From an optimization exercise on the open Yosys and OpenROAD flow, aimed at small area, a short achievable clock period and few clock cycles per item; shortcuts taken in it are not production practice.
No functional check of the RTL was part of any run shown here.
Power figures rest on the tool's default switching activity, not on a simulated workload.

==> flow/config.mk <==
export PLATFORM = sky130hd
export DESIGN_NAME = lfp16_mcu
export DESIGN_NICKNAME = lfp16_mcu
export VERILOG_FILES = /design/flow/design.v
export SDC_FILE = /design/flow/constraint.sdc
export NUM_CORES = 4
export LEC_CHECK = 0
export CAP_MARGIN = 20
export CORE_MARGIN = 2
export CORE_UTILIZATION = 40
export SETUP_SLACK_MARGIN = 2.0
export SLEW_MARGIN = 20
==> flow/constraint.sdc <==
create_clock -name core_clock -period 6.0 [get_ports {clk}]
set_input_delay 1.2000 -clock core_clock [delete_from_list [all_inputs] [get_ports {clk}]]
set_output_delay 1.2000 -clock core_clock [all_outputs]
set_load 0.01 [all_outputs]
==> flow/design.v <==
module lfp16_mcu (
    input  wire        clk,
    input  wire        rst,         
    input  wire        cmd_valid,
    output wire        cmd_ready,
    input  wire [63:0] cmd,
    output reg         rsp_valid,
    input  wire        rsp_ready,
    output wire [63:0] rsp
);
    reg [3:0] cfg_f;
    reg       cfg_rmode;    
    wire [7:0]  op = cmd[63:56];
    wire [14:0] ma = cmd[14:0];
    wire [14:0] mb = cmd[46:32];
    wire        sa = cmd[15];
    wire        sb = cmd[47];
    wire [31:0] x  = cmd[31:0];
    wire z_rsv = ~|cmd[55:48];
    wire z_b   = ~|cmd[47:32];
    wire z_ahi = ~|cmd[31:16];
    wire mz_a  = ~|ma;
    wire mz_b  = ~|mb;
    wire a_zero = mz_a & ~sa;
    wire a_nar  = mz_a & sa;
    wire b_zero = z_b;
    wire b_nar  = mz_b & sb;
    wire ok_n   = z_rsv & z_b & z_ahi & a_zero;
    wire ok_u16 = z_rsv & z_b & z_ahi;
    wire ok_u32 = z_rsv & z_b;
    wire ok_b16 = z_rsv & z_ahi;
    wire hi0 = (op[7:4] == 4'h0);
    wire hi1 = (op[7:4] == 4'h1);
    wire hi2 = (op[7:4] == 4'h2);
    wire [3:0] lo = op[3:0];
    wire is_getcfg = hi0 & (lo == 4'h1);
    wire is_setf   = hi0 & (lo == 4'h2);
    wire is_setr   = hi0 & (lo == 4'h3);
    wire is_sqrt   = hi1 & (lo == 4'h3);
    wire legal_b16 = hi1 & (lo[3:1] == 3'd0) | hi2 & (lo <= 4'h4);
    wire legal_u16 = hi1 & (lo >= 4'h2) & (lo <= 4'h5);
    wire c_sqrt = ~op[5] & op[1] & op[0];
    wire c_inv  = ~op[5] & op[2];
    wire q_inv  = op[5] | op[0] | op[2];              
    wire q_a    = ~op[5] & (op[1] | op[2]);           
    wire r_bit  = cfg_rmode & ma[0] & ma[1];
    wire [14:0] q_src = q_a ? ma : mb;
    wire [14:0] p_val = c_inv  ? 15'h4000 :
                        c_sqrt ? {1'b0, ma[14:1]} : ma;
    wire [14:0] q_val = c_sqrt ? 15'h6000 : (q_src ^ {15{q_inv}});
    wire        c_in  = c_sqrt ? r_bit : q_inv;
    wire [16:0] t_ext = {1'b0, p_val, 1'b1} + {1'b0, q_val, c_in};
    wire [15:0] t     = t_ext[16:1];
    wire tz_hi = ~|t[13:1];
    wire over  = t[15] & t[14];
    wire under = ~t[15] & (~t[14] | tz_hi);
    wire [14:0] m_cl = ({t[15], t[13:0]} & {15{~under}}) | {15{over}} | {14'd0, under};
    wire uses_b = ~op[1] & ~op[2];                    
    wire ar_nar  = a_nar | (uses_b & (b_nar | (op[0] & b_zero))) | (op[2] & a_zero);
    wire ar_zero = a_zero | (uses_b & ~op[0] & b_zero);
    wire ar_sign = uses_b ? (sa ^ sb) : (op[2] & sa);
    wire [15:0] r_arith = ar_nar  ? 16'h8000 :
                          ar_zero ? 16'h0000 : {ar_sign, m_cl};
    wire [15:0] r_neg   = {sa ^ ~mz_a, ma};
    wire ge_m = t[15];                                
    wire eq_m = t[15] & ~t[14] & tz_hi & ~t[0];       
    wire lt = (sa & ~sb) | (~sa & ~sb & ~ge_m) | (sa & sb & ge_m & ~eq_m);
    wire eq = ~(sa ^ sb) & eq_m;
    reg  c_bit;
    always @(*) begin
        case (lo[2:0])
            3'd0:    c_bit = eq;
            3'd1:    c_bit = lt | eq;
            3'd2:    c_bit = lt;
            3'd3:    c_bit = ~lt & ~eq;
            default: c_bit = ~lt;
        endcase
    end
    wire r_cmp = c_bit & ~a_nar & ~b_nar;
    wire [15:0] r_raw = op[5] ? {15'd0, r_cmp} :
                        op[4] ? ((op[2] & op[0]) ? r_neg : r_arith) :
                        op[1] ? 16'd0 : {7'd0, cfg_rmode, ~cfg_f, cfg_f};
    wire illegal = ~((legal_b16 & ok_b16) | (legal_u16 & ok_u16) |
                     (is_getcfg & ok_n) | ((is_setf | is_setr) & ok_u32));
    wire f_fmt  = is_setf & ok_u32 & ((x[3:0] < 4'd7) | (x[3:0] > 4'd11) | (|x[15:4]));
    wire f_rnd  = is_setr & ok_u32 & (|x[15:1]);
    wire f_neg  = is_sqrt & ok_u16 & sa & ~mz_a;
    wire [2:0] fault = illegal ? 3'd4 : f_neg ? 3'd3 : f_rnd ? 3'd2 : f_fmt ? 3'd1 : 3'd0;
    wire       nofault = ~illegal & ~f_neg & ~f_rnd & ~f_fmt;
    wire [15:0] res  = r_raw & {16{nofault}};
    wire notice = is_setf & ok_u32 & ~f_fmt;
    wire set_f  = notice;
    wire set_r  = is_setr & ok_u32 & ~f_rnd;
    assign cmd_ready = ~rsp_valid | rsp_ready;
    reg [15:0] r_res;
    reg [2:0]  r_fault;
    reg        r_notice;
    assign rsp = {28'd0, r_notice, r_fault, 16'd0, r_res};
    always @(posedge clk) begin
        if (rst) begin
            cfg_f     <= 4'd8;
            cfg_rmode <= 1'b0;
            rsp_valid <= 1'b0;
        end else begin
            rsp_valid <= cmd_valid | (rsp_valid & ~rsp_ready);
            if (cmd_valid & cmd_ready & set_f) cfg_f     <= x[3:0];
            if (cmd_valid & cmd_ready & set_r) cfg_rmode <= x[0];
        end
        if (cmd_ready) begin
            r_res    <= res;
            r_fault  <= fault;
            r_notice <= notice;
        end
    end
endmodule
==> flow/run.sh <==
#!/bin/bash
# synth_recipe.tcl (not shown) runs the flow's synth.tcl, then flattens the netlist and writes it again
# the make line also repeats each setting of config.mk as NAME=value (left out here)
make -C /OpenROAD-flow-scripts/flow DESIGN_CONFIG=/design/flow/config.mk WORK_HOME=/design/flow/orfs CLKGATE_MAP_FILE= SYNTH_SCRIPT=/design/flow/synth_recipe.tcl finish
==> results of run 1 <==
## power by group through the flow
stage                     sequential [mW]  combinational, mW  clock [mW]
after floorplan                     0.207              0.340           0
after global placement              0.204              0.494           0
after detailed placement            0.204              0.495           0
after CTS                           0.200              0.610       0.143
after global routing                0.200              0.753       0.146
final                               0.200              0.708       0.142
## per-stage QoR
stage	setup WS, ns	power, mW
floorplan	0.775	0.547
global placement	0.0511	0.698
detailed placement	0.0555	0.699
CTS	0.929	0.953
global route	0.748	1.10
finish	0.908	1.05
## cell usage after synthesis (3+ instances only)
cell / count
o22ai_1: 7
o21ai_0: 45
o221ai_1: 18
buf_2: 6
or2_2: 3
and3_1: 5
a221oi_1: 3
inv_1: 16
clkbuf_1: 25
nor4_1: 14
ha_1: 20
nand4_1: 6
mux2i_1: 7
or3_1: 6
nand3_1: 14
a21oi_1: 46
o211ai_1: 6
nor3b_1: 5
nor2b_1: 5
a21o_1: 20
or4_1: 6
nand2_1: 76
nor2_1: 56
buf_4: 49
a211o_1: 4
dfxtp_1: 6
nor3_1: 13
o21a_1: 7
a31oi_1: 8
a211oi_1: 3
edfxtp_1: 20
## timing repair
action	CTS	global route
pin swaps	34	29
hold buffers	0	0
gates resized for setup	90	88
setup endpoints to repair	17	17
hold endpoints to repair	0	0
buffers inserted	43	9
cloned	3	1
## layer usage
layer / share of wire / GRT usage
met3: 0.069 / 0.0478
met2: 0.47 / 0.438
met1: 0.42 / 0.331
met5: 0 / 0
met4: 0.046 / 0.148
## layout make-up
| class | instances | area, um^2 |
|---|---|---|
| Multi-Input combinational cell | 504 | 3640 |
| Clock buffer | 3 | 41.3 |
| Fill cell | 911 | 3940 |
| Sequential cell | 26 | 721 |
| Tap cell | 136 | 170 |
| Inverter | 18 | 71.3 |
| Clock inverter | 1 | 30.0 |
| Timing Repair Buffer | 173 | 1620 |
## cell families (layout without fill, tap and decap cells)
logic type	after synthesis	after routing	synth area share
buffers and inverters	100	195	0.139
multiplexers	9	9	0.0221
adder cells (fa/ha/maj)	21	21	0.0645
other	1	44	0.000895
AO/OA/AOI/OAI	194	194	0.319
flip-flops	26	26	0.172
AND/OR/NAND/NOR	230	232	0.273
XOR/XNOR	4	4	0.0102
## worst max-delay path by stage
stage,endpoint
floorplan,r_res[0]$_DFFE_PN_
global route,r_res[0]$_DFFE_PN_
detailed placement,r_res[0]$_DFFE_PN_
finish,r_res[0]$_DFFE_PN_
CTS,r_res[0]$_DFFE_PN_
global placement,r_res[0]$_DFFE_PN_
## worst min-delay path: stages (launching register included)
cell and delay, ns:
dfxtp_1 0.33, inv_1 0.07, o211ai_1 0.09
## state kept, by name, summed over array words and instances (netlist names)
register	count
r_res	16
cfg_f	4
r_fault	3
cfg_rmode	1
r_notice	1
rsp_valid	1
==> key figures, run 1 <==
GRT
  • Vias in the first global route: 4722
  • Initial antenna violation count: 0
  • GRT overflow: 0
  • Pin count of the biggest net entering global routing: 27
  • Tot GR Track Use: 0.267
  • First-pass GRT wire length: 23900 um

Logic synthesis
  • Synthesized area: 0.00419 mm^2
  • Synthesized flop and latch total: 26
  • Post-synth top area share: 0.143
  • Mean area per synthesized cell: 7.16 um^2
  • Synth warn: 1
  • Post-synth EDFFs: 20
  • Predominant post-synthesis flop cell: edfxtp_1
  • Register area share after synthesis: 0.172
  • Number of cells produced by synthesis: 585
  • Post-synthesis cell type count: 75
  • Synth area leaders: edfxtp_1 14%, buf_4 8.8%, nand2_1 6.8%
  • Fraction of registers with async set or reset after synthesis: 0
  • Cell type with the highest aggregate area in the netlist: edfxtp_1

Timing
  • Final number of setup-violating endpoints: 0
  • Rel. slew slack: 0.404
  • Hold Vio Cnt, Final: 0
  • Post-Route Setup TNS: 0 ns
  • RSZ-0062 raised after global routing: yes
  • Final hold slack: 0.534 ns
  • Final Cycle Share: 0.849
  • Worst-margin pin slew: 0.883 ns
  • Worst Skew: 0.00249 ns
  • Post-route minimum period: 5.09 ns
  • Max-slew violations: 0
  • Fmax achieved: 196 MHz

Detailed routing
  • First-pass DRT Iterations: 5
  • Via/cell ratio: 5.78
  • Post-detailed-route count of antenna-violating nets: 0
  • DR iter-0 viols: 313
  • Routed vias: 4979
  • Final WL: 15900 um
  • Drt drc: 0
  • Routed len/inst: 18.5 um

Final layout
  • N_diodes: 0
  • Design area: 0.00629 mm^2
  • Area grow syn2layout: 50.1%
  • Fin cells: 861
  • Commonest non-fill, non-tap cell in the layout: nand2_1
  • Finished Core Util: 0.615
  • Layout cells sized above 1: 0.276
  • Most frequent cells in the layout: 72 x nand2_1, 70 x buf_4, 64 x clkdlybuf4s50_1
  • Fin nets: 815

Place
  • Routability cong.: 0.948
  • Placed Cells: 801
  • Area after DPL: 0.00517 mm^2
  • Number of port buffers: 89
  • Detailed placement HPWL: 11200 um

Setup path
  • CP cell instances: dlygate4sd2_1 -> inv_4 -> buf_12 -> o221ai_2 -> o21ai_1 -> o21ai_1 -> a21oi_1 -> ha_2 -> o211a_1 -> o31ai_4 -> buf_4 -> a211oi_1 -> a2111oi_2 -> o2111ai_2 -> or3_1 -> or4_1 -> and3b_1 -> o311a_1
  • Crit-path max cell delay: 0.50 ns
  • Critical Path Most Common Cell: o21ai_1
  • Setup CP Type: primary input to flip-flop
  • Critical path buffers and inverters: 4
  • Critical Path End Type: flip-flop
  • Crit path max-delay cell type: or4_1
  • CP required: 6.03 ns
  • RR Endpoint: r_res[0]$_DFFE_PN_
  • Crit path launch: cmd[58]
  • FF-to-FF path depth: 13
  • Crit-path leading delay family: compound AO/OA/AOI/OAI gates
  • CP Launch Type: primary input
  • Worst Path Max Fanout: 11
  • R2r startpoint: cfg_rmode$_SDFFE_PP0P_
  • Stages on the worst setup path: 18
  • Flop2flop setup slack: 1.96 ns
  • CP arrival: 5.12 ns

Clock network
  • Worst-path clk slew: 0.08 ns
  • CTS Buffer Depth: 2
  • CTS Buf Count: 3
  • CTS tree: built
  • H-tree levels: 1
  • Clock latency at the later pin of the worst-skew pair: 0.27 ns
  • Num Clock Sinks: 26
  • Root Buffer: clkbuf_8

Power and ir drop
  • IR drop worst, VDD: 0.125 mV
  • Sequential Power Share: 0.190
  • Switch share: 0.424
  • Combinational Power Share: 0.675
  • Pwr/cell area: 167 mW/mm^2
  • Power Internal: 604 uW
  • Leak Pwr: 2.62 nW
  • Net switching power: 444 uW
  • Clock power share: 0.135

Floorplan
  • Die area: 0.0113 mm^2
  • I/O pins: 134
  • Core footprint: 0.0102 mm^2
  • Die width: 106 um
  • Initial Util: 0.410
  • Row count: 37
  • Die H: 106 um

Flow run
  • Max-cap violations: 0

Min path
  • HP Start: cfg_f[3]$_SDFFE_PP1P_
  • Worst Hold Class: flip-flop to flip-flop
  • WHS Path Cells: 2
  • Hold worst-path end: cfg_f[3]$_SDFFE_PP1P_

Run status
  • Status: no timing/DRC/antenna violations
==> inputs of run 2 (changes only) <==
--- a/flow/config.mk
+++ b/flow/config.mk
@@ -9,4 +9,4 @@
 export CORE_MARGIN = 2
 export CORE_UTILIZATION = 40
-export SETUP_SLACK_MARGIN = 2.0
+export SETUP_SLACK_MARGIN = 3.0
 export SLEW_MARGIN = 20
==> run 2 against run 1 <==
  * Via count decreased by 0.20%
  * Worst hold slack improved by 0.027 ns
  * First-iteration DRC count increased by 9.3%
  * Highest routed layer unchanged
  * Final cell count increased by 0.46%
  * Still clean on timing, DRC and antenna
==> key figures, run 2 <==
Logic synthesis
  • Post-synth top area share: 0.143
  • Post-synthesis cell type count: 75
  • Synthesized flop and latch total: 26
  • Top-count cell post-synth: nand2_1
  • Register area share after synthesis: 0.172
  • Cell type with the highest aggregate area in the netlist: edfxtp_1
  • Synthesized area: 0.00419 mm^2
  • Predominant post-synthesis flop cell: edfxtp_1
  • Synth warn: 1
  • Synth cell count leaders: 76 x nand2_1, 56 x nor2_1, 49 x buf_4
  • Fraction of registers with async set or reset after synthesis: 0
  • Number of cells produced by synthesis: 585
  • Mean area per synthesized cell: 7.16 um^2
  • Synth area leaders: edfxtp_1 14%, buf_4 8.8%, nand2_1 6.8%
  • Post-synth EDFFs: 20

Clock network
  • Root Buffer: clkbuf_8
  • Clock latency at the later pin of the worst-skew pair: 0.26 ns
  • Num Clock Sinks: 26
  • CTS Buf Count: 3
  • CTS Hold Bufs: 0
  • H-tree levels: 1
  • Worst-path clk slew: 0.08 ns
  • CTS Buffer Depth: 2
  • CTS tree: built

Place
  • Routability cong.: 0.924
  • Number of port buffers: 89
  • Detailed placement HPWL: 11700 um
  • Pre-CTS setup slack: 0.0513 ns

Final layout
  • Most frequent cells in the layout: 73 x buf_4, 71 x nand2_1, 54 x clkdlybuf4s50_1
  • Layout cells sized above 1: 0.297
  • Area grow syn2layout: 49.8%
  • Biggest register: r_res
  • Top Registers: r_res (16), cfg_f (4), r_fault (3)
  • Max FFs per register: 16
  • Commonest non-fill, non-tap cell in the layout: buf_4
  • Fin nets: 818

Timing
  • Max-slew violations: 0
  • RSZ-0062 raised after global routing: yes
  • Fmax achieved: 196 MHz
  • Final Cycle Share: 0.849
  • Final number of setup-violating endpoints: 0
  • Worst Skew: 0.00120 ns
  • Hold Vio Cnt, Final: 0
  • Post-Route Setup TNS: 0 ns
  • Post-route minimum period: 5.09 ns
  • Rel. slew slack: 0.257
  • Setup ws final: 0.906 ns
  • Worst-margin pin slew: 1.10 ns

Min path
  • WHS Path Cells: 2
  • Worst Hold Class: flip-flop to flip-flop

Detailed routing
  • Final WL: 16000 um
  • Routed len/inst: 18.4 um
  • Routed vias: 4969
  • Post-detailed-route count of antenna-violating nets: 0
  • Drt drc: 0
  • Via/cell ratio: 5.74
  • First-pass DRT Iterations: 6
  • DR iter-0 viols: 342

Floorplan
  • I/O pins: 134
  • Die H: 106 um
  • Initial Util: 0.410
  • Die width: 106 um
  • Core footprint: 0.0102 mm^2
  • Row count: 37
  • Die area: 0.0113 mm^2

GRT
  • Pin count of the biggest net entering global routing: 23
  • GRT overflow: 0
  • Tot GR Track Use: 0.269
  • First-pass GRT wire length: 24300 um
  • Vias in the first global route: 4665
  • Initial antenna violation count: 0

Power and ir drop
  • Switch share: 0.429
  • Combinational Power Share: 0.653
  • Clock power share: 0.143
  • Net switching power: 421 uW
  • Pwr/cell area: 156 mW/mm^2
  • IR drop worst, VDD: 0.125 mV
  • Sequential Power Share: 0.204
  • Power Internal: 560 uW
  • Leak Pwr: 2.57 nW

Setup path
  • FF-to-FF path depth: 12
  • CP endpoint: r_res[0]$_DFFE_PN_
  • R2r startpoint: cfg_rmode$_SDFFE_PP0P_
  • CP required: 6.02 ns
  • Setup CP Type: primary input to flip-flop
  • Worst Path Max Fanout: 7
  • Critical Path End Type: flip-flop
  • RR Endpoint: r_res[0]$_DFFE_PN_
  • Flop2flop setup slack: 2.10 ns
  • Crit path launch: cmd[57]
  • CP arrival: 5.11 ns
  • CP Launch Type: primary input

Flow run
  • Max-cap violations: 0

Run status
  • Status: no timing/DRC/antenna violations
run 2: cell counts after synthesis:
No cell type changed its count.
run 2: power by group through the flow:
stage	registers (mW)	clock network [mW]	logic, mW
after global placement	0.204	0	0.505
final	0.200	0.140	0.641
after detailed placement	0.204	0	0.506
after CTS	0.200	0.139	0.580
after global routing	0.201	0.145	0.685
after floorplan	0.207	0	0.341
run 2: logic make-up after synthesis:
| group | synth area share |
|---|---|
| other cells | 0.000895 |
| buf+inv | 0.139 |
| flops | 0.172 |
| mux | 0.0221 |
| compound gates | 0.319 |
| fa+ha+maj | 0.0645 |
| xor+xnor | 0.0102 |
| simple gates | 0.273 |
run 2: area by class of cell:
class                      instances  area (um^2)
multi-input combinational        505         3650
clock buffer                       3         41.3
tap                              136          170
antenna                            1         2.50
fill                             928         3960
clock inverter                     1         30.0
inverter                          18         71.3
sequential                        26          721
timing repair buffer             175         1590
run 2: what timing repair did:
action / 4_1_cts / 5_1_grt
cloned: 4 / 1
hold endpoints to repair: 0 / 0
buffers inserted: 35 / 12
setup endpoints to repair: 26 / 24
pin swaps: 52 / 31
gates resized for setup: 149 / 54
run 2: how the worst min path moves through the flow:
stage                           start                     end  slack [ns]
2_1_floorplan  cfg_rmode$_SDFFE_PP0P_  cfg_rmode$_SDFFE_PP0P_        0.48
3_3_place_gp    cfg_f[1]$_SDFFE_PP0P_   cfg_f[1]$_SDFFE_PP0P_        0.51
3_5_place_dp    cfg_f[3]$_SDFFE_PP1P_   cfg_f[3]$_SDFFE_PP1P_        0.53
4_1_cts        cfg_rmode$_SDFFE_PP0P_  cfg_rmode$_SDFFE_PP0P_        0.55
5_1_grt         cfg_f[1]$_SDFFE_PP0P_   cfg_f[1]$_SDFFE_PP0P_        0.59
6_report        cfg_f[3]$_SDFFE_PP1P_   cfg_f[3]$_SDFFE_PP1P_        0.56
run 2: critical path, stage by stage:
cell and delay [ns]:
buf_8 0.10, buf_12 0.12, or2_4 0.29, o221ai_2 0.14, o21ai_1 0.10, o21ai_1 0.15
a21oi_1 0.07, ha_2 0.35, nand2_2 0.07, or3_4 0.39, or3_4 0.36, a31oi_4 0.16
nor2_2 0.07, or4b_1 0.54, or4b_4 0.53, and3_1 0.18, o311a_1 0.28
run 2: stage by stage:
stage,hold slack [ns],power [mW],utilization,instances,area (um^2)
6_report,0.561,0.981,0.613,865,6280
5_1_grt,0.587,1.03,0.613,864,6270
4_1_cts,0.552,0.919,0.581,851,5950
3_5_place_dp,0.529,0.710,0.516,808,5280
3_3_place_gp,0.509,0.709,0.516,808,5280
2_1_floorplan,0.477,0.548,-,628,4460
run 2: layer usage:
metal	global-route usage	wire, um	vias up
met4	0.0855	506	0
li1	-	-	2394
met3	0.0227	1260	35
met5	0	0	-
met1	0.341	6480	2301
met2	0.481	7720	239
==> inputs of run 3 (changes only) <==
--- a/flow/config.mk
+++ b/flow/config.mk
@@ -9,4 +9,4 @@
 export CORE_MARGIN = 2
 export CORE_UTILIZATION = 40
-export SETUP_SLACK_MARGIN = 3.0
+export GPL_TIMING_DRIVEN = 0
 export SLEW_MARGIN = 20
==> run 3 against run 2 <==
  * Register-to-register slack worse by 0.12 ns
  * Worst setup slack worse by 0.76 ns
  * Sequential power about the same
  * Via count down 2.9%
  * Combinational power down 15%
  * Area after synthesis unchanged
  * Total power down 14%
  * Critical endpoint unchanged
  * Largest cell class unchanged
  * Largest power group unchanged
  * Highest routed layer unchanged
==> key figures, run 3 <==
Setup path
  • Crit-path leading delay family: compound AO/OA/AOI/OAI gates
  • CP Launch Type: primary input
  • CP required: 6.01 ns
  • Worst Path Max Fanout: 10
  • Setup CP Type: primary input to flip-flop
  • CP arrival: 5.87 ns
  • CP cell instances: clkdlybuf4s50_1 -> buf_4 -> clkbuf_2 -> clkbuf_1 -> o21ai_0 -> a21oi_1 -> ha_2 -> a21o_1 -> a211o_1 -> o21ai_0 -> a31oi_1 -> nor3_2 -> nand4_1 -> or4b_4 -> and3_1 -> o311a_1
  • Crit-path max cell delay: 0.57 ns
  • Critical Path End Type: flip-flop
  • Crit path max-delay cell type: or4b_4
  • Critical path buffers and inverters: 4
  • Critical Path Most Common Cell: o21ai_0

GRT
  • Vias in the first global route: 4460
  • Met3 Usage GRT: 0.0331
  • Tot GR Track Use: 0.253
  • Met2 Use GR: 0.418
  • Pin count of the biggest net entering global routing: 25
  • Grt peak-use layer: met2
  • Initial antenna violation count: 0
  • First-pass GRT wire length: 23200 um
  • Met1 track demand over resource: 0.348
  • GRT overflow: 0

Detailed routing
  • Routed len/inst: 16.9 um
  • Drt drc: 0
  • Via/cell ratio: 5.63
  • First-pass DRT Iterations: 5
  • Routed vias: 4826
  • Final WL: 14500 um
  • Post-detailed-route count of antenna-violating nets: 0
  • DR iter-0 viols: 394

Place
  • Placed Cells: 847
  • Pre-CTS setup slack: -0.605 ns
  • Routability cong.: 0.955
  • Detailed placement HPWL: 11500 um
  • Number of port buffers: 83

Logic synthesis
  • Top-count cell post-synth: nand2_1
  • Synthesized area: 0.00419 mm^2
  • Synth warn: 1
  • Register area share after synthesis: 0.172
  • Synth area leaders: edfxtp_1 14%, buf_4 8.8%, nand2_1 6.8%
  • Post-synth top area share: 0.143
  • Cell type with the highest aggregate area in the netlist: edfxtp_1
  • Synthesized flop and latch total: 26
  • Post-synth EDFFs: 20
  • Number of cells produced by synthesis: 585
  • Mean area per synthesized cell: 7.16 um^2
  • Post-synthesis cell type count: 75
  • Predominant post-synthesis flop cell: edfxtp_1
  • Synth cell count leaders: 76 x nand2_1, 56 x nor2_1, 49 x buf_4
  • Fraction of registers with async set or reset after synthesis: 0

Floorplan
  • Die H: 106 um
  • Die area: 0.0113 mm^2
  • I/O pins: 134
  • Row count: 37
  • Core footprint: 0.0102 mm^2
  • Initial Util: 0.410
  • Die width: 106 um

Clock network
  • CTS Buf Count: 3
  • CTS Hold Bufs: 0
  • CTS tree: built
  • H-tree levels: 1
  • CTS Buffer Depth: 2
  • Num Clock Sinks: 26
  • Worst-path clk slew: 0.08 ns
  • Root Buffer: clkbuf_8
  • Clock latency at the later pin of the worst-skew pair: 0.26 ns

Timing
  • Worst-margin pin slew: 0.996 ns
  • Post-Route Setup TNS: 0 ns
  • Fmax achieved: 171 MHz
  • Rel. slew slack: 0.336
  • Final number of setup-violating endpoints: 0
  • Setup ws final: 0.142 ns
  • Hold Vio Cnt, Final: 0
  • Max-slew violations: 0
  • Final hold slack: 0.532 ns
  • Worst Skew: 0.00117 ns
  • Post-route minimum period: 5.86 ns
  • Final Cycle Share: 0.976

Flow run
  • Max-cap violations: 0

Final layout
  • Fin cells: 857
  • N_diodes: 0
  • Biggest register: r_res
  • Top Registers: r_res (16), cfg_f (4), r_fault (3)
  • Layout cells sized above 1: 0.165
  • Commonest non-fill, non-tap cell in the layout: clkdlybuf4s50_1
  • Most frequent cells in the layout: 82 x clkdlybuf4s50_1, 75 x nand2_1, 54 x nor2_1, 54 x buf_4, 44 x conb_1
  • Finished Core Util: 0.548
  • Area grow syn2layout: 33.8%
  • Fin nets: 811
  • Max FFs per register: 16
  • FILL cells: 1005

Power and ir drop
  • Leak Pwr: 2.35 nW
  • Pwr/cell area: 150 mW/mm^2
  • IR drop worst, VDD: 0.0958 mV

Min path
  • Worst Hold Class: flip-flop to flip-flop

Run status
  • Status: no timing/DRC/antenna violations
[run 3: changes by cell type in the layout (fill, tap and decap cells not counted), moves of 10 or more]
cell / before / now
buf_4: 73 / 54
clkdlybuf4s50_1: 54 / 82
clkbuf_1: 0 / 18
o221ai_2: 12 / 0
dlygate4sd2_1: 25 / 0
o21ai_0: 25 / 42
o221ai_1: 6 / 18
o21ai_1: 14 / 4
[run 3: cell type report]
class,instances,area (um^2),share of cell area
flip-flops and latches,26,721,0.129
multi-input cells,502,3190,0.569
plain buffers,82,537,0.0957
repair buffers,89,878,0.157
inverters,18,67.6,0.0121
well taps,136,170,0.0304
clock buffers,4,45.0,0.00803
[run 3: worst min-delay path: cells and delay by family (launching register included)]
kind | cells | cell delay (ns)
buffers and inverters | 1 | 0.07
DFF | 1 | 0.33
AOI/OAI and AO/OA | 1 | 0.09
[run 3: metal layers]
| metal | up-vias | wire length (um) |
|---|---|---|
| met5 | - | 0 |
| met4 | 0 | 256 |
| met3 | 22 | 1320 |
| met2 | 250 | 6670 |
| met1 | 2187 | 6270 |
| li1 | 2367 | - |
[run 3: stage by stage]
| stage | area, um^2 | power (mW) |
|---|---|---|
| global route | 5610 | 0.897 |
| CTS | 5490 | 0.805 |
| global placement | 5350 | 0.691 |
| detailed placement | 5350 | 0.693 |
| floorplan | 4350 | 0.540 |
| finish | 5610 | 0.839 |
[run 3: cell families (layout without fill, tap and decap cells)]
family / after synthesis / after routing / share of synthesized area
compound gates: 194 / 194 / 0.319
xor+xnor: 4 / 4 / 0.0102
fa+ha+maj: 21 / 21 / 0.0645
buf+inv: 100 / 193 / 0.139
flops: 26 / 26 / 0.172
mux: 9 / 9 / 0.0221
other cells: 1 / 44 / 0.000895
simple gates: 230 / 230 / 0.273
[run 3: timing repair]
action                     in CTS  in global routing
pin swaps                       3                  9
setup endpoints to repair       1                 11
buffers inserted                3                  3
gates resized for setup        20                 29
hold endpoints to repair        0                  0
[run 3: power by group]
group	switching, mW	internal [mW]	total (mW)	leakage (nW)
clock network	0.0480	0.0474	0.0954	0.0228
logic	0.313	0.231	0.544	2.05
registers	0.00140	0.198	0.200	0.277
total	0.363	0.476	0.839	2.35
[run 3: worst paths after layout]
check / start / end / slack, ns / cells after the start
max: cmd[61] / r_res[0]$_DFFE_PN_ / 0.14 / 16
min: cfg_f[3]$_SDFFE_PP1P_ / cfg_f[3]$_SDFFE_PP1P_ / 0.53 / 2
max reg2reg: cfg_rmode$_SDFFE_PP0P_ / r_res[0]$_DFFE_PN_ / 1.98 / 12
min reg2reg: cfg_f[3]$_SDFFE_PP1P_ / cfg_f[3]$_SDFFE_PP1P_ / 0.53 / 2
==> inputs of run 4 (changes only) <==
--- a/flow/config.mk
+++ b/flow/config.mk
@@ -9,4 +9,3 @@
 export CORE_MARGIN = 2
 export CORE_UTILIZATION = 40
-export GPL_TIMING_DRIVEN = 0
 export SLEW_MARGIN = 20
==> run 4 against run 3 <==
  * Clock skew hardly changed
  * Largest cell class unchanged
  * Fmax up 2.0%
  * Worst hold slack gained 0.013 ns
  * Worst setup slack improved by 0.12 ns
  * Clock-buffer cell count decreased by 1
==> key figures, run 4 <==
Run status
  • Status: no timing/DRC/antenna violations

GRT
  • Pin count of the biggest net entering global routing: 44
  • GRT overflow: 0
  • First-pass GRT wire length: 22500 um
  • Vias in the first global route: 4288
  • Tot GR Track Use: 0.248
  • Initial antenna violation count: 0

Timing
  • Final hold slack: 0.545 ns
  • Post-Route Setup TNS: 0 ns
  • Final Cycle Share: 0.957
  • Post-route minimum period: 5.74 ns
  • Final number of setup-violating endpoints: 0
  • Rel. slew slack: 0.502
  • RSZ-0062 raised after global routing: no
  • Max-slew violations: 0
  • Fmax achieved: 174 MHz
  • Worst-margin pin slew: 0.745 ns
  • Hold Vio Cnt, Final: 0
  • Worst Skew: 0.00167 ns

Final layout
  • Top Registers: r_res (16), cfg_f (4), r_fault (3)
  • Commonest non-fill, non-tap cell in the layout: clkdlybuf4s50_1
  • Fin nets: 768
  • Design area: 0.00529 mm^2
  • Max FFs per register: 16
  • Biggest register: r_res
  • Layout cells sized above 1: 0.103
  • Finished Core Util: 0.517
  • N_diodes: 0
  • Most frequent cells in the layout: 89 x clkdlybuf4s50_1, 76 x nand2_1, 56 x nor2_1
  • Area grow syn2layout: 26.2%
  • FILL cells: 1003

Clock network
  • CTS Buf Count: 3
  • Clock latency at the later pin of the worst-skew pair: 0.26 ns
  • CTS Buffer Depth: 2
  • Root Buffer: clkbuf_8
  • Num Clock Sinks: 26
  • H-tree levels: 1
  • CTS tree: built
  • Worst-path clk slew: 0.08 ns
  • Postcts setup bufs: 0

Power and ir drop
  • Tot Pwr: 843 uW
  • Switch share: 0.410
  • Leak Pwr: 2.15 nW
  • Combinational Power Share: 0.599
  • Net switching power: 346 uW
  • Power Internal: 497 uW
  • IR drop worst, VDD: 0.124 mV
  • Clock power share: 0.164
  • Pwr/cell area: 159 mW/mm^2
  • Sequential Power Share: 0.237

Setup path
  • Critical Path End Type: flip-flop
  • CP endpoint: r_res[0]$_DFFE_PN_
  • Critical path buffers and inverters: 3
  • CP cell instances: clkdlybuf4s50_1 -> clkinv_1 -> buf_4 -> o221ai_1 -> o21ai_0 -> o21ai_0 -> a21oi_1 -> ha_1 -> a21o_1 -> nor3_1 -> a211oi_1 -> a2111oi_0 -> o2111ai_1 -> or3_1 -> or4_1 -> and3b_1 -> o311a_1
  • Crit path max-delay cell type: clkdlybuf4s50_1
  • Crit path launch: cmd[57]
  • Stages on the worst setup path: 17
  • CP arrival: 5.76 ns
  • Flop2flop setup slack: 1.94 ns
  • Setup CP Type: primary input to flip-flop
  • RR Endpoint: r_res[0]$_DFFE_PN_
  • Worst Path Max Fanout: 11
  • Crit-path max cell delay: 0.55 ns
  • CP Launch Type: primary input
  • Critical Path Most Common Cell: o21ai_0
  • R2r startpoint: cfg_rmode$_SDFFE_PP0P_
  • Crit-path leading delay family: compound AO/OA/AOI/OAI gates
  • FF-to-FF path depth: 12
  • CP required: 6.01 ns

Floorplan
  • Row count: 37
  • Die area: 0.0113 mm^2
  • Die H: 106 um
  • Initial Util: 0.410
  • I/O pins: 134
  • Die width: 106 um
  • Core footprint: 0.0102 mm^2

Logic synthesis
  • Top-count cell post-synth: nand2_1
  • Register area share after synthesis: 0.172
  • Post-synth top area share: 0.143
  • Synthesized area: 0.00419 mm^2
  • Synth area leaders: edfxtp_1 14%, buf_4 8.8%, nand2_1 6.8%
  • Synthesized flop and latch total: 26
  • Fraction of registers with async set or reset after synthesis: 0
  • Cell type with the highest aggregate area in the netlist: edfxtp_1
  • Post-synth EDFFs: 20
  • Post-synthesis cell type count: 75
  • Synth cell count leaders: 76 x nand2_1, 56 x nor2_1, 49 x buf_4
  • Predominant post-synthesis flop cell: edfxtp_1
  • Mean area per synthesized cell: 7.16 um^2
  • Synth warn: 1
  • Number of cells produced by synthesis: 585

Min path
  • HP Start: cfg_f[3]$_SDFFE_PP1P_
  • WHS Path Cells: 2
  • Worst Hold Class: flip-flop to flip-flop

Detailed routing
  • Final WL: 14100 um
  • First-pass DRT Iterations: 4
  • DR iter-0 viols: 323
  • Via/cell ratio: 5.69
  • Routed vias: 4634
  • Post-detailed-route count of antenna-violating nets: 0
  • Routed len/inst: 17.4 um
  • Drt drc: 0

Place
  • Number of port buffers: 89
  • Detailed placement HPWL: 11500 um
  • Area after DPL: 0.00520 mm^2
  • Routability cong.: 0.971

Flow run
  • Max-cap violations: 0
[run 4: per-layer routing]
| metal | vias to the layer above | track usage | wire [um] | share of wire |
|---|---|---|---|---|
| met1 | 2143 | 0.335 | 6390 | 0.45 |
| li1 | 2285 | - | - | - |
| met5 | - | 0 | 0 | 0 |
| met4 | 0 | 0.0752 | 408 | 0.029 |
| met2 | 183 | 0.408 | 6320 | 0.45 |
| met3 | 23 | 0.0356 | 1000 | 0.071 |
[run 4: repair_timing]
action                                  4_1_cts  5_1_grt
endpoints found under the setup margin        0        1
hold buffers                                  0        0
gates resized for setup                       0        4
[run 4: layout make-up]
cell class	instances	area [um^2]	share of cell area
Multi-Input combinational cell	502	3060	0.579
Clock buffer	3	41.3	0.00781
Tap cell	136	170	0.0322
Inverter	18	67.6	0.0128
Sequential cell	26	721	0.136
Clock inverter	1	30.0	0.00568
Timing Repair Buffer	128	1200	0.226
[run 4: how the worst min path moves through the flow]
stage,end,slack (ns)
6_report,cfg_f[3]$_SDFFE_PP1P_,0.54
3_3_place_gp,cfg_f[3]$_SDFFE_PP1P_,0.52
2_1_floorplan,cfg_rmode$_SDFFE_PP0P_,0.48
3_5_place_dp,cfg_f[3]$_SDFFE_PP1P_,0.53
4_1_cts,cfg_f[3]$_SDFFE_PP1P_,0.54
5_1_grt,cfg_f[3]$_SDFFE_PP1P_,0.56
[run 4: worst reg2reg max path, cell delays in order (launching register included)]
cell and delay (ns):
dfxtp_1 0.44, nand3_2 0.18, a21o_1 0.23, fa_1 0.43, nor2b_4 0.18, o31ai_4 0.09
a2111oi_1 0.53, o21a_1 0.20, o22ai_1 0.11, or3_1 0.37, or4_1 0.53, and3b_1 0.20
o311a_1 0.32
[run 4: power groups by stage]
| stage | clock (mW) | sequential (mW) | combinational [mW] |
|---|---|---|---|
| floorplan | 0 | 0.207 | 0.333 |
| global placement | 0 | 0.204 | 0.494 |
| detailed placement | 0 | 0.204 | 0.492 |
| CTS | 0.140 | 0.200 | 0.495 |
| global route | 0.147 | 0.200 | 0.551 |
| finish | 0.139 | 0.200 | 0.505 |
[run 4: cell families after synthesis]
| group | synth area share |
|---|---|
| buffers and inverters | 0.139 |
| xor gates and xnor gates | 0.0102 |
| other | 0.000895 |
| AOI/OAI and AO/OA | 0.319 |
| DFF | 0.172 |
| muxes | 0.0221 |
| adders and majority gates | 0.0645 |
| and+or+nand+nor | 0.273 |
[run 4: stage by stage]
| stage | instances | setup slack [ns] |
|---|---|---|
| after detailed placement | 810 | 0.0424 |
| after global routing | 814 | 0.0423 |
| final | 814 | 0.258 |
| after floorplan | 628 | 0.534 |
| after CTS | 814 | 0.302 |
| after global placement | 810 | 0.138 |
==> inputs of run 5 (changes only) <==
--- a/flow/design.v
+++ b/flow/design.v
@@ -52,8 +52,11 @@
     wire [16:0] t_ext = {1'b0, p_val, 1'b1} + {1'b0, q_val, c_in};
     wire [15:0] t     = t_ext[16:1];
-    wire tz_hi = ~|t[13:1];
     wire over  = t[15] & t[14];
-    wire under = ~t[15] & (~t[14] | tz_hi);
-    wire [14:0] m_cl = ({t[15], t[13:0]} & {15{~under}}) | {15{over}} | {14'd0, under};
+    wire under = ~t[15] & ~t[14];
+    wire z13_1 = ~|t[13:1];
+    wire [14:0] m_cl;
+    assign m_cl[14]   = t[15];
+    assign m_cl[13:1] = (t[13:1] | {13{over}}) & {13{~under}};
+    assign m_cl[0]    = t[0] | over | under | (~t[15] & z13_1);
     wire uses_b = ~op[1] & ~op[2];                    
     wire ar_nar  = a_nar | (uses_b & (b_nar | (op[0] & b_zero))) | (op[2] & a_zero);
@@ -64,5 +67,5 @@
     wire [15:0] r_neg   = {sa ^ ~mz_a, ma};
     wire ge_m = t[15];                                
-    wire eq_m = t[15] & ~t[14] & tz_hi & ~t[0];       
+    wire eq_m = (ma == mb);
     wire lt = (sa & ~sb) | (~sa & ~sb & ~ge_m) | (sa & sb & ge_m & ~eq_m);
     wire eq = ~(sa ^ sb) & eq_m;
==> run 5 against run 4 <==
  * Highest routed layer unchanged
  * Critical path type unchanged
  * Clock-buffer cell count is the same
  * Cell area shrank 5.7%
  * Clock skew grew 0.0020 ns
  * Fmax grew 3.0%
  * Utilization shrank 0.66 points
  * First-iteration DRC count grew 3.1%
  * Register-to-register slack gained 0.19 ns
  * Still clean on timing, DRC and antenna
  * Critical path depth shrank 1
  * Wire length shrank 2.1%
  * Clock power is essentially flat
==> key figures, run 5 <==
Power and ir drop
  • Leak Pwr: 2.00 nW
  • IR drop worst, VDD: 0.0927 mV
  • Clock power share: 0.186
  • Power Internal: 461 uW
  • Combinational Power Share: 0.553
  • Pwr/cell area: 153 mW/mm^2
  • Net switching power: 302 uW
  • Switch share: 0.396
  • Sequential Power Share: 0.261

Logic synthesis
  • Cell type with the highest aggregate area in the netlist: edfxtp_1
  • Mean area per synthesized cell: 7.01 um^2
  • Fraction of registers with async set or reset after synthesis: 0
  • Post-synthesis cell type count: 62
  • Top-count cell post-synth: nand2_1
  • Number of cells produced by synthesis: 575
  • Post-synth EDFFs: 20
  • Synth warn: 1
  • Post-synth top area share: 0.149
  • Synth area leaders: edfxtp_1 15%, buf_4 8.7%, nand2_1 7.7%
  • Synthesized flop and latch total: 26
  • Register area share after synthesis: 0.179
  • Synthesized area: 0.00403 mm^2
  • Predominant post-synthesis flop cell: edfxtp_1
  • Synth cell count leaders: 83 x nand2_1, 47 x a21oi_1, 47 x buf_4

Detailed routing
  • Final WL: 13800 um
  • Routed len/inst: 17.7 um
  • First-pass DRT Iterations: 7
  • Routed vias: 4514
  • Via/cell ratio: 5.79
  • Post-detailed-route count of antenna-violating nets: 0
  • Drt drc: 0
  • DR iter-0 viols: 333

Timing
  • Post-route minimum period: 5.57 ns
  • RSZ-0062 raised after global routing: no
  • Hold Vio Cnt, Final: 0
  • Worst-margin pin slew: 0.677 ns
  • Max-slew violations: 0
  • Final number of setup-violating endpoints: 0
  • Rel. slew slack: 0.545
  • Post-Route Setup TNS: 0 ns
  • Final Cycle Share: 0.929
  • Fmax achieved: 179 MHz
  • Worst Skew: 0.00366 ns

Place
  • Detailed placement HPWL: 11100 um
  • Routability cong.: 0.967
  • Number of port buffers: 89

Clock network
  • Clock latency at the later pin of the worst-skew pair: 0.27 ns
  • Resized Gates After CTS: 0
  • CTS tree: built
  • Worst-path clk slew: 0.09 ns
  • CTS Buffer Depth: 2
  • H-tree levels: 1
  • Postcts setup bufs: 0
  • Root Buffer: clkbuf_8
  • Num Clock Sinks: 26
  • CTS Hold Bufs: 0
  • CTS Buf Count: 3

GRT
  • First-pass GRT wire length: 22200 um
  • Initial antenna violation count: 0
  • Tot GR Track Use: 0.250
  • Vias in the first global route: 4174
  • GRT overflow: 0
  • Pin count of the biggest net entering global routing: 30

Setup path
  • Worst Path Max Fanout: 12
  • CP required: 6.09 ns
  • Setup CP Type: primary input to flip-flop
  • CP Launch Type: primary input
  • Critical Path End Type: flip-flop
  • CP arrival: 5.67 ns

Final layout
  • Area grow syn2layout: 23.6%
  • Max FFs per register: 16
  • Commonest non-fill, non-tap cell in the layout: clkdlybuf4s50_1
  • Most frequent cells in the layout: 89 x clkdlybuf4s50_1, 83 x nand2_1, 47 x a21oi_1
  • Layout cells sized above 1: 0.0526
  • Fin nets: 737
  • Biggest register: r_res
  • Finished Core Util: 0.510
  • Top Registers: r_res (16), cfg_f (4), r_fault (3)
  • N_diodes: 0
  • FILL cells: 967

Flow run
  • Max-cap violations: 0

Floorplan
  • Die H: 104 um
  • Row count: 36
  • I/O pins: 134
  • Core footprint: 0.00977 mm^2
  • Initial Util: 0.413
  • Die width: 104 um
  • Die area: 0.0109 mm^2

Min path
  • Worst Hold Class: flip-flop to flip-flop

Run status
  • Status: no timing/DRC/antenna violations
-- run 5: changes by cell type after synthesis, moves of 8 or more --
cell | previous run | this run
a21o_1 | 20 | 8
a31oi_1 | 8 | 17
clkbuf_1 | 25 | 33
nor2_1 | 56 | 41
o211ai_1 | 6 | 19
o21ai_0 | 45 | 28
o221ai_1 | 18 | 0
xnor2_1 | 1 | 9
xor2_1 | 2 | 14
-- run 5: area by class of cell --
cell class	count	area, um^2	share of cell area
multi-input combinational	487	2900	0.581
timing repair buffer	112	1060	0.213
sequential	26	721	0.145
tap	133	166	0.0334
inverter	18	67.6	0.0136
clock buffer	3	41.3	0.00828
clock inverter	1	30.0	0.00602
-- run 5: cells by family (layout without fill, tap and decap cells) --
family	after synthesis	count (layout)	synth area share
AO/OA/AOI/OAI	171	171	0.278
XOR/XNOR	23	23	0.0500
adder cells (fa/ha/maj)	21	21	0.0670
buffers and inverters	105	134	0.143
flip-flops	26	26	0.179
multiplexers	6	6	0.0149
other	1	44	0.000930
AND/OR/NAND/NOR	222	222	0.268
-- run 5: final timing paths --
check	startpoint	endpoint	slack [ns]	cells past startpoint
worst max-delay path	cmd[56]	r_res[0]$_DFFE_PN_	0.43	16
worst min-delay path	cfg_f[3]$_SDFFE_PP1P_	cfg_f[3]$_SDFFE_PP1P_	0.52	1
worst max register to register	cfg_rmode$_SDFFE_PP0P_	r_res[0]$_DFFE_PN_	2.13	13
worst min register to register	cfg_f[3]$_SDFFE_PP1P_	cfg_f[3]$_SDFFE_PP1P_	0.52	1
-- run 5: per-stage QoR --
step,instances,power (mW),setup slack (ns),instance area (um^2),hold WS [ns]
2_1_floorplan,618,0.492,0.818,4190,0.460
3_3_place_gp,776,0.615,0.360,4910,0.492
3_5_place_dp,776,0.617,0.256,4910,0.487
4_1_cts,780,0.760,0.536,4990,0.512
5_1_grt,780,0.815,0.187,4990,0.545
6_report,780,0.764,0.427,4990,0.520
-- run 5: power groups by stage --
stage                     sequential [mW]  combinational [mW]  clock [mW]
after global routing                0.200               0.463       0.152
after floorplan                     0.207               0.285           0
after global placement              0.204               0.411           0
final                               0.200               0.422       0.142
after CTS                           0.200               0.416       0.144
after detailed placement            0.204               0.413           0
-- run 5: layer usage --
layer,wire length [um],global-route usage,vias to the layer above
li1,-,-,2166
met1,6170,0.346,2088
met2,6330,0.416,242
met3,1040,0.0207,18
met4,302,0.0705,0
met5,0,0,-
-- run 5: critical path, cell delays in order --
cell             delay, ns
clkdlybuf4s50_1       0.69
buf_4                 0.26
nor2_1                0.06
o211ai_1              0.19
a31oi_1               0.11
a21oi_1               0.26
ha_1                  0.39
o21ai_2               0.30
a211oi_1              0.09
or3_1                 0.37
xnor2_1               0.20
o211ai_1              0.11
or4b_1                0.49
or4_1                 0.42
o31a_1                0.27
a211oi_1              0.25
==> inputs of run 6 (changes only) <==
==> flow/flow/run.sh (new file) <==
#!/bin/bash
# Own flow: the standard layout, but synthesis maps with a different ABC
# script (flow/mysynth.tcl). Each tool's output goes to a log file here.
set -euo pipefail
W=$(pwd)
export MY_ABC_D=${MY_ABC_D:-3000}
make -C "$FLOW_HOME" DESIGN_CONFIG="$W/config.mk" WORK_HOME="$W/orfs" CLKGATE_MAP_FILE= \
  SYNTH_SCRIPT="$W/flow/mysynth.tcl" synth > "$W/synth.log" 2>&1
bash standard.sh finish > "$W/layout.log" 2>&1
==> flow/flow/mysynth.tcl (new file) <==
# The standard synthesis (synth_recipe.tcl), with only the ABC mapping call
# replaced: Yosys's own ABC script with a delay target (MY_ABC_D, ps) and,
# when MY_ABC_SCRIPT is set, that script instead.
proc synth {args} { yosys synth -nofsm -noshare {*}$args }
proc abc {args} {
  set out {}
  set skip 0
  foreach a $args {
    if {$skip} { set skip 0; continue }
    if {$a eq "-script" || $a eq "-D"} { set skip 1; continue }
    lappend out $a
  }
  if {[info exists ::env(MY_ABC_SCRIPT)] && $::env(MY_ABC_SCRIPT) ne ""} {
    lappend out -script $::env(MY_ABC_SCRIPT)
  }
  if {[info exists ::env(MY_ABC_D)] && $::env(MY_ABC_D) ne ""} {
    lappend out -D $::env(MY_ABC_D)
  }
  puts "abc call: $out"
  yosys abc {*}$out
}
source $::env(SCRIPTS_DIR)/synth.tcl
# left out here: clear keep_hierarchy, flatten, clean up, hide names made inside functions, write 1_2_yosys.v
==> flow/standard.sh (new file) <==
#!/bin/bash
# synth_recipe.tcl (not shown) runs the flow's synth.tcl, then flattens the netlist and writes it again
# the make line also repeats each setting of config.mk as NAME=value (left out here)
make -C /OpenROAD-flow-scripts/flow DESIGN_CONFIG=/design/flow/config.mk WORK_HOME=/design/flow/orfs CLKGATE_MAP_FILE= SYNTH_SCRIPT=/design/flow/synth_recipe.tcl "${@:-finish}"
removed: flow/run.sh
==> run 6 against run 5 <==
  * Still clean
  * Flip-flop and latch count unchanged
  * Wire length down 23%
  * Sequential share of layout area up 1.3 points
  * Clock-buffer cell count unchanged
  * Critical path depth up 10
  * Area after synthesis down 12%
  * Worst hold slack better by 0.025 ns
  * Clock skew about the same
  * Utilization up 1.6 points
  * Global-route usage down 3.8 points
  * Critical path type unchanged
  * Largest power group unchanged
  * Highest routed layer unchanged
==> key figures, run 6 <==
Final layout
  • Most frequent cells in the layout: 89 x clkdlybuf4s50_1, 61 x a21oi_1, 58 x nor2_1
  • Max FFs per register: 16
  • Commonest non-fill, non-tap cell in the layout: clkdlybuf4s50_1
  • Footprint of the multi-input gates: 0.00249 mm^2
  • N_diodes: 0
  • FILL cells: 873
  • Fin cells: 704
  • Design area: 0.00457 mm^2
  • Top Registers: r_res (16), cfg_f (4), r_fault (3)
  • Area grow syn2layout: 28.3%
  • Fin nets: 686
  • Biggest register: r_res
  • Finished Core Util: 0.527
  • Layout cells sized above 1: 0.0604
  • Register area: 721 um^2

Power and ir drop
  • Leak Pwr: 1.91 nW
  • Pwr/cell area: 149 mW/mm^2
  • IR drop worst, VDD: 0.0739 mV

Detailed routing
  • Via/cell ratio: 5.31
  • Routed vias: 3735
  • First-pass DRT Iterations: 5
  • Final WL: 10700 um
  • DR iter-0 viols: 219
  • Post-detailed-route count of antenna-violating nets: 0
  • Routed len/inst: 15.2 um
  • Drt drc: 0

Timing
  • Max-slew violations: 0
  • Final Cycle Share: 0.939
  • Worst-margin pin slew: 0.998 ns
  • Fmax achieved: 178 MHz
  • Post-Route Setup TNS: 0 ns
  • Setup ws final: 0.366 ns
  • RSZ-0062 raised after global routing: no
  • Hold Vio Cnt, Final: 0
  • Rel. slew slack: 0.330
  • Post-route minimum period: 5.63 ns
  • Final number of setup-violating endpoints: 0
  • Worst Skew: 0.00378 ns

GRT
  • Pin count of the biggest net entering global routing: 25
  • Initial antenna violation count: 0
  • GRT overflow: 0
  • First-pass GRT wire length: 17000 um
  • Vias in the first global route: 3417
  • Tot GR Track Use: 0.212

Place
  • Pre-CTS setup slack: -0.0694 ns
  • Number of port buffers: 89
  • Detailed placement HPWL: 8720 um
  • Routability cong.: 0.913
  • Placed Cells: 699
  • Area after DPL: 0.00450 mm^2

Logic synthesis
  • Top-count cell post-synth: a21oi_1
  • Post-synthesis cell type count: 56
  • Fraction of registers with async set or reset after synthesis: 0
  • Cell type with the highest aggregate area in the netlist: edfxtp_1
  • Register area share after synthesis: 0.202
  • Predominant post-synthesis flop cell: edfxtp_1
  • Synth cell count leaders: 61 x a21oi_1, 59 x nor2_1, 48 x nand2_1
  • Synthesized area: 0.00356 mm^2
  • Synth area leaders: edfxtp_1 17%, buf_4 9.9%, a21oi_1 8.6%
  • Post-synth EDFFs: 20
  • Post-synth top area share: 0.169
  • Mean area per synthesized cell: 7.10 um^2
  • Number of cells produced by synthesis: 502
  • Synthesized flop and latch total: 26
  • Synth warn: 1

Setup path
  • Setup CP Type: primary input to flip-flop
  • Critical Path End Type: flip-flop
  • Worst Path Max Fanout: 4
  • Flop2flop setup slack: 1.82 ns
  • CP arrival: 5.65 ns
  • CP required: 6.02 ns
  • CP Launch Type: primary input

Clock network
  • Worst-path clk slew: 0.08 ns
  • Clock latency at the later pin of the worst-skew pair: 0.27 ns
  • CTS tree: built
  • CTS Buf Count: 3
  • Num Clock Sinks: 26
  • CTS Buffer Depth: 2
  • Root Buffer: clkbuf_8
  • H-tree levels: 1

Floorplan
  • Die area: 0.00968 mm^2
  • Row count: 34
  • Die H: 98.4 um
  • Initial Util: 0.410
  • I/O pins: 134
  • Core footprint: 0.00868 mm^2
  • Die width: 98.4 um

Flow run
  • Max-cap violations: 0

Min path
  • Worst Hold Class: flip-flop to flip-flop

Run status
  • Status: no timing/DRC/antenna violations
## run 6: cell types whose count changed after synthesis, moves of 9 or more
cell and change:
a21oi_1 +14, a31oi_1 -15, clkbuf_1 -17, inv_1 +9, mux2i_1 +11, nand2_1 -35
nor2_1 +18, o211ai_1 -18, o21ai_0 +11
## run 6: per-layer routing
| metal | global-route usage | wire (um) |
|---|---|---|
| met5 | 0 | 0 |
| met4 | 0.0580 | 231 |
| met2 | 0.336 | 4820 |
| met3 | 0.0165 | 566 |
| met1 | 0.311 | 5050 |
## run 6: worst paths after layout
| check | from | depth (start not counted) | end |
|---|---|---|---|
| max | cmd[57] | 26 | r_res[0]$_DFFE_PN_ |
| min | cfg_f[1]$_SDFFE_PP0P_ | 2 | cfg_f[1]$_SDFFE_PP0P_ |
| max reg2reg | cfg_rmode$_SDFFE_PP0P_ | 23 | r_res[0]$_DFFE_PN_ |
| min reg2reg | cfg_f[1]$_SDFFE_PP0P_ | 2 | cfg_f[1]$_SDFFE_PP0P_ |
## run 6: cells by family (layout without fill, tap and decap cells)
group                    Yosys count  count (layout)  synth area share
AND/OR/NAND/NOR                  182             182             0.246
AO/OA/AOI/OAI                    142             142             0.229
buffers and inverters             92             143             0.147
flip-flops                        26              26             0.202
adder cells (fa/ha/maj)           21              21            0.0759
XOR/XNOR                          21              21            0.0516
multiplexers                      17              17            0.0478
other                              1              44           0.00105
## run 6: final cells by class
type | count | share of cell area
clock inverters | 1 | 0.000821
clock buffers | 3 | 0.00904
multi-input cells | 427 | 0.544
repair buffers | 112 | 0.236
well taps | 108 | 0.0296
inverters | 27 | 0.0222
flip-flops and latches | 26 | 0.158
## run 6: what timing repair did
| item | in CTS | in global routing |
|---|---|---|
| gates resized for setup | 0 | 8 |
| setup endpoints to repair | 0 | 14 |
| hold endpoints to repair | 0 | 0 |
| setup buffers | 0 | 1 |
| hold buffers | 0 | 0 |
## run 6: power by group
part	leakage, nW	switching, mW	internal, mW
combinational	1.61	0.213	0.172
sequential	0.277	0.00159	0.198
clock	0.0231	0.0520	0.0458
total	1.91	0.267	0.416
## run 6: through the flow
stage	power (mW)	hold WS [ns]
after detailed placement	0.576	0.521
after CTS	0.676	0.547
final	0.683	0.544
after global routing	0.731	0.585
after floorplan	0.459	0.474
after global placement	0.577	0.507
## run 6: critical path, cell delays in order
cell and delay, ns:
clkdlybuf4s50_1 0.53, nor2_1 0.08, nor2_2 0.18, o21ai_0 0.13
a21oi_1 0.14, o21ai_0 0.15, fa_1 0.48, nor2b_1 0.13
o21ai_1 0.08, a21boi_1 0.19, o21ai_1 0.10, a21boi_0 0.21
o21ai_1 0.10, a21oi_1 0.20, o21a_1 0.13, o21ai_0 0.08
a21oi_1 0.21, o21ai_1 0.10, a21oi_1 0.21, o21ai_2 0.09
buf_4 0.15, a31oi_1 0.17, a21oi_1 0.09, o21bai_1 0.15
a21oi_1 0.09, o221a_2 0.29
==> inputs of run 7 (changes only) <==
==> flow/flow/run.sh (replaced) <==
#!/bin/bash
# Own flow: the standard layout, but synthesis maps with a different ABC
# script (flow/abc.script, via flow/mysynth.tcl). Each tool's output goes to
# a log file here.
set -euo pipefail
W=$(pwd)
export MY_ABC_SCRIPT="$W/flow/abc.script"
export MY_ABC_D=
make -C "$FLOW_HOME" DESIGN_CONFIG="$W/config.mk" WORK_HOME="$W/orfs" CLKGATE_MAP_FILE= \
  SYNTH_SCRIPT="$W/flow/mysynth.tcl" synth > "$W/synth.log" 2>&1
bash standard.sh finish > "$W/layout.log" 2>&1
==> flow/flow/abc.script (new file) <==
strash
dch -f
map -D 1200
topo
buffer -p
upsize -D 1200
dnsize -D 1200
stime -p
==> run 7 against run 6 <==
  * Still clean on timing, DRC and antenna
  * Synthesized cell count rose by 27%
  * Clock skew fell by 0.0024 ns
  * First-iteration DRC count rose by 57%
  * Worst hold slack got worse by 0.044 ns
  * Sequential share of layout area fell by 1.1 points
  * Clock power fell by 1%
  * Flip-flop and latch count did not move
  * Cell area rose by 7.7%
  * Critical path depth fell by 9
  * Register-to-register slack improved by 0.71 ns
  * Sequential power barely moved
  * Largest power group unchanged
==> key figures, run 7 <==
Run status
  • Status: no timing/DRC/antenna violations

Setup path
  • CP Launch Type: primary input
  • Worst Path Max Fanout: 22
  • Setup CP Type: primary input to flip-flop
  • CP required: 6.12 ns
  • Crit path max-delay cell type: clkdlybuf4s50_1
  • CP cell instances: clkdlybuf4s50_1 -> inv_2 -> nand2_1 -> nand2_1 -> o21ai_0 -> o21ai_0 -> a21oi_1 -> ha_1 -> a21oi_1 -> o21ai_0 -> o21ai_0 -> nand2_1 -> a31oi_1 -> nand3_1 -> a41oi_1 -> o21ai_0 -> nor2_1
  • Critical Path End Type: flip-flop
  • CP arrival: 5.49 ns
  • FF-to-FF path depth: 12
  • Crit-path max cell delay: 0.59 ns
  • Critical Path Most Common Cell: o21ai_0

Timing
  • RSZ-0062 raised after global routing: no
  • Max-slew violations: 0
  • Post-Route Setup TNS: 0 ns
  • Final number of setup-violating endpoints: 0
  • Worst-margin pin slew: 0.801 ns
  • Worst Skew: 0.00142 ns
  • Hold Vio Cnt, Final: 0
  • Rel. slew slack: 0.461
  • Post-route minimum period: 5.37 ns
  • Final Cycle Share: 0.895
  • Fmax achieved: 186 MHz

Final layout
  • Fin nets: 807
  • N_diodes: 0
  • Max FFs per register: 16
  • Finished Core Util: 0.504
  • Top Registers: r_res (16), cfg_f (4), r_fault (3)
  • Biggest register: r_res
  • Most frequent cells in the layout: 117 x nand2_1, 89 x clkdlybuf4s50_1, 84 x a21oi_1
  • Commonest non-fill, non-tap cell in the layout: nand2_1
  • Fin cells: 850
  • Area grow syn2layout: 22.2%
  • Design area: 0.00492 mm^2
  • Layout cells sized above 1: 0.0349

Clock network
  • Postcts setup bufs: 0
  • CTS tree: built
  • CTS Buffer Depth: 2
  • H-tree levels: 1
  • CTS Hold Bufs: 0
  • CTS Buf Count: 3
  • Num Clock Sinks: 26
  • Worst-path clk slew: 0.08 ns
  • Resized Gates After CTS: 0
  • Root Buffer: clkbuf_8
  • Clock latency at the later pin of the worst-skew pair: 0.26 ns

Logic synthesis
  • Synthesized flop and latch total: 26
  • Cell type with the highest aggregate area in the netlist: edfxtp_1
  • Post-synthesis cell type count: 51
  • Mean area per synthesized cell: 6.32 um^2
  • Post-synth EDFFs: 20
  • Top-count cell post-synth: nand2_1
  • Predominant post-synthesis flop cell: edfxtp_1
  • Synth area leaders: edfxtp_1 15%, nand2_1 11%, a21oi_1 10%
  • Synth warn: 1
  • Register area share after synthesis: 0.179
  • Number of cells produced by synthesis: 637
  • Post-synth top area share: 0.149
  • Fraction of registers with async set or reset after synthesis: 0
  • Synthesized area: 0.00403 mm^2
  • Synth cell count leaders: 117 x nand2_1, 84 x a21oi_1, 66 x inv_1, 66 x o21ai_0, 45 x buf_4

GRT
  • GRT overflow: 0
  • Vias in the first global route: 4242
  • First-pass GRT wire length: 22100 um
  • Pin count of the biggest net entering global routing: 29
  • Initial antenna violation count: 0
  • Tot GR Track Use: 0.250

Detailed routing
  • Drt drc: 0
  • Via/cell ratio: 5.43
  • Post-detailed-route count of antenna-violating nets: 0
  • DR iter-0 viols: 343
  • Final WL: 13900 um
  • Routed vias: 4615
  • Routed len/inst: 16.3 um
  • First-pass DRT Iterations: 5

Power and ir drop
  • Sequential Power Share: 0.257
  • Tot Pwr: 775 uW
  • Power Internal: 423 uW
  • Clock power share: 0.124
  • Leak Pwr: 2.08 nW
  • Net switching power: 352 uW
  • IR drop worst, VDD: 0.0681 mV
  • Combinational Power Share: 0.618
  • Switch share: 0.454
  • Pwr/cell area: 157 mW/mm^2

Place
  • Number of port buffers: 89
  • Routability cong.: 1.01
  • Placed Cells: 846
  • Detailed placement HPWL: 11800 um
  • Area after DPL: 0.00488 mm^2

Floorplan
  • Row count: 36
  • Die H: 104 um
  • Initial Util: 0.412
  • Core footprint: 0.00977 mm^2
  • Die area: 0.0109 mm^2
  • I/O pins: 134
  • Die width: 104 um

Min path
  • Worst Hold Class: flip-flop to flip-flop
  • WHS Path Cells: 2

Flow run
  • Max-cap violations: 0
run 7: cell types whose count changed in the layout (fill, tap and decap cells not counted), sizes merged, moves of 18 or more:
cell and delta:
buf -18, inv +41, o21ai +28, a21oi +24, nand2 +69
run 7: cells by family after synthesis:
| logic type | after synthesis | synth area share |
|---|---|---|
| AOI/OAI and AO/OA | 196 | 0.273 |
| xor gates and xnor gates | 13 | 0.0283 |
| adders and majority gates | 21 | 0.0671 |
| buffers and inverters | 130 | 0.165 |
| DFF | 26 | 0.179 |
| other | 1 | 0.000931 |
| and+or+nand+nor | 250 | 0.286 |
run 7: per-layer routing:
metal / GRT usage / wire, um
met1: 0.339 / 6280
met2: 0.432 / 6560
met3: 0.0194 / 828
met4: 0.0569 / 209
met5: 0 / 0
run 7: critical path: cells and delay by family:
| family | cells | cell delay, ns |
|---|---|---|
| adder cells (fa/ha/maj) | 1 | 0.35 |
| buffers and inverters | 2 | 0.71 |
| AND/OR/NAND/NOR | 5 | 1.13 |
| AO/OA/AOI/OAI | 9 | 2.08 |
run 7: metrics by stage:
step           setup WS, ns  hold WS [ns]
2_1_floorplan          1.80         0.447
3_3_place_gp          0.510         0.478
3_5_place_dp          0.402         0.487
4_1_cts               0.683         0.502
5_1_grt              0.0183         0.538
6_report              0.630         0.500
run 7: area by class of cell:
type                            count  area (um^2)
Fill cell                        1000         4850
Multi-Input combinational cell    524         2800
Timing Repair Buffer               94          928
Sequential cell                    26          721
Inverter                           69          259
Tap cell                          133          166
Clock buffer                        4         45.0
run 7: power groups by stage:
stage | Combinational [mW] | Clock [mW] | Sequential (mW)
6_report | 0.479 | 0.0965 | 0.200
5_1_grt | 0.532 | 0.104 | 0.200
4_1_cts | 0.470 | 0.0984 | 0.200
3_5_place_dp | 0.467 | 0 | 0.204
3_3_place_gp | 0.470 | 0 | 0.204
2_1_floorplan | 0.329 | 0 | 0.207
run 7: path summary, 6_finish.rpt:
check / startpoint / slack, ns / endpoint
max: cmd[58] / 0.63 / r_res[0]$_DFFE_PN_
min: cfg_f[0]$_SDFFE_PP0P_ / 0.50 / cfg_f[0]$_SDFFE_PP0P_
max reg2reg: cfg_rmode$_SDFFE_PP0P_ / 2.53 / r_res[9]$_DFFE_PN_
min reg2reg: cfg_f[0]$_SDFFE_PP0P_ / 0.50 / cfg_f[0]$_SDFFE_PP0P_

port drivers added, routing unchanged:
In the flow no input, the clock included, has a driving cell. The finished layouts below were timed again as built, in two steps.
Step 1: set_driving_cell puts a clkbuf_16 on clk and a buf_2 on each other input, an assumption about the parent block.
Step 2 moves the port delays by t, midway between the first and last clock arrival at a register: inputs arrive t later, outputs are due t later. That takes back most of the time a late clock gives input paths.
Slacks: no drivers / after step 1 / after step 2; pairs: no drivers / after step 1.
run | t, ns | setup slack, ns | latest minus earliest clock arrival (ns) | slew at the worst register clock pin (ns) | worst slew at a driven data input, ns
run 1 | 0.296 | 0.908 / 0.903 / 0.607 | 0.002 / 0.002 | 0.08 / 0.08 | 0.04
run 2 | 0.287 | 0.906 / 0.889 / 0.602 | 0.001 / 0.002 | 0.08 / 0.08 | 0.06
run 3 | 0.284 | 0.142 / 0.140 / -0.144 | 0.001 / 0.001 | 0.08 / 0.08 | 0.04
run 4 | 0.284 | 0.258 / 0.253 / -0.031 | 0.003 / 0.003 | 0.08 / 0.08 | 0.04
run 5 | 0.295 | 0.427 / 0.417 / 0.122 | 0.004 / 0.004 | 0.09 / 0.09 | 0.05
run 6 | 0.292 | 0.366 / 0.365 / 0.073 | 0.004 / 0.004 | 0.08 / 0.08 | 0.04
run 7 | 0.291 | 0.630 / 0.636 / 0.345 | 0.002 / 0.002 | 0.08 / 0.08 | 0.04
Met with ideal ports but missed after step 2: setup timing in run 3 and run 4. For run 5, which loses most, drivers alone change the setup slack by -0.010 ns; drivers and shift together by -0.305 ns.
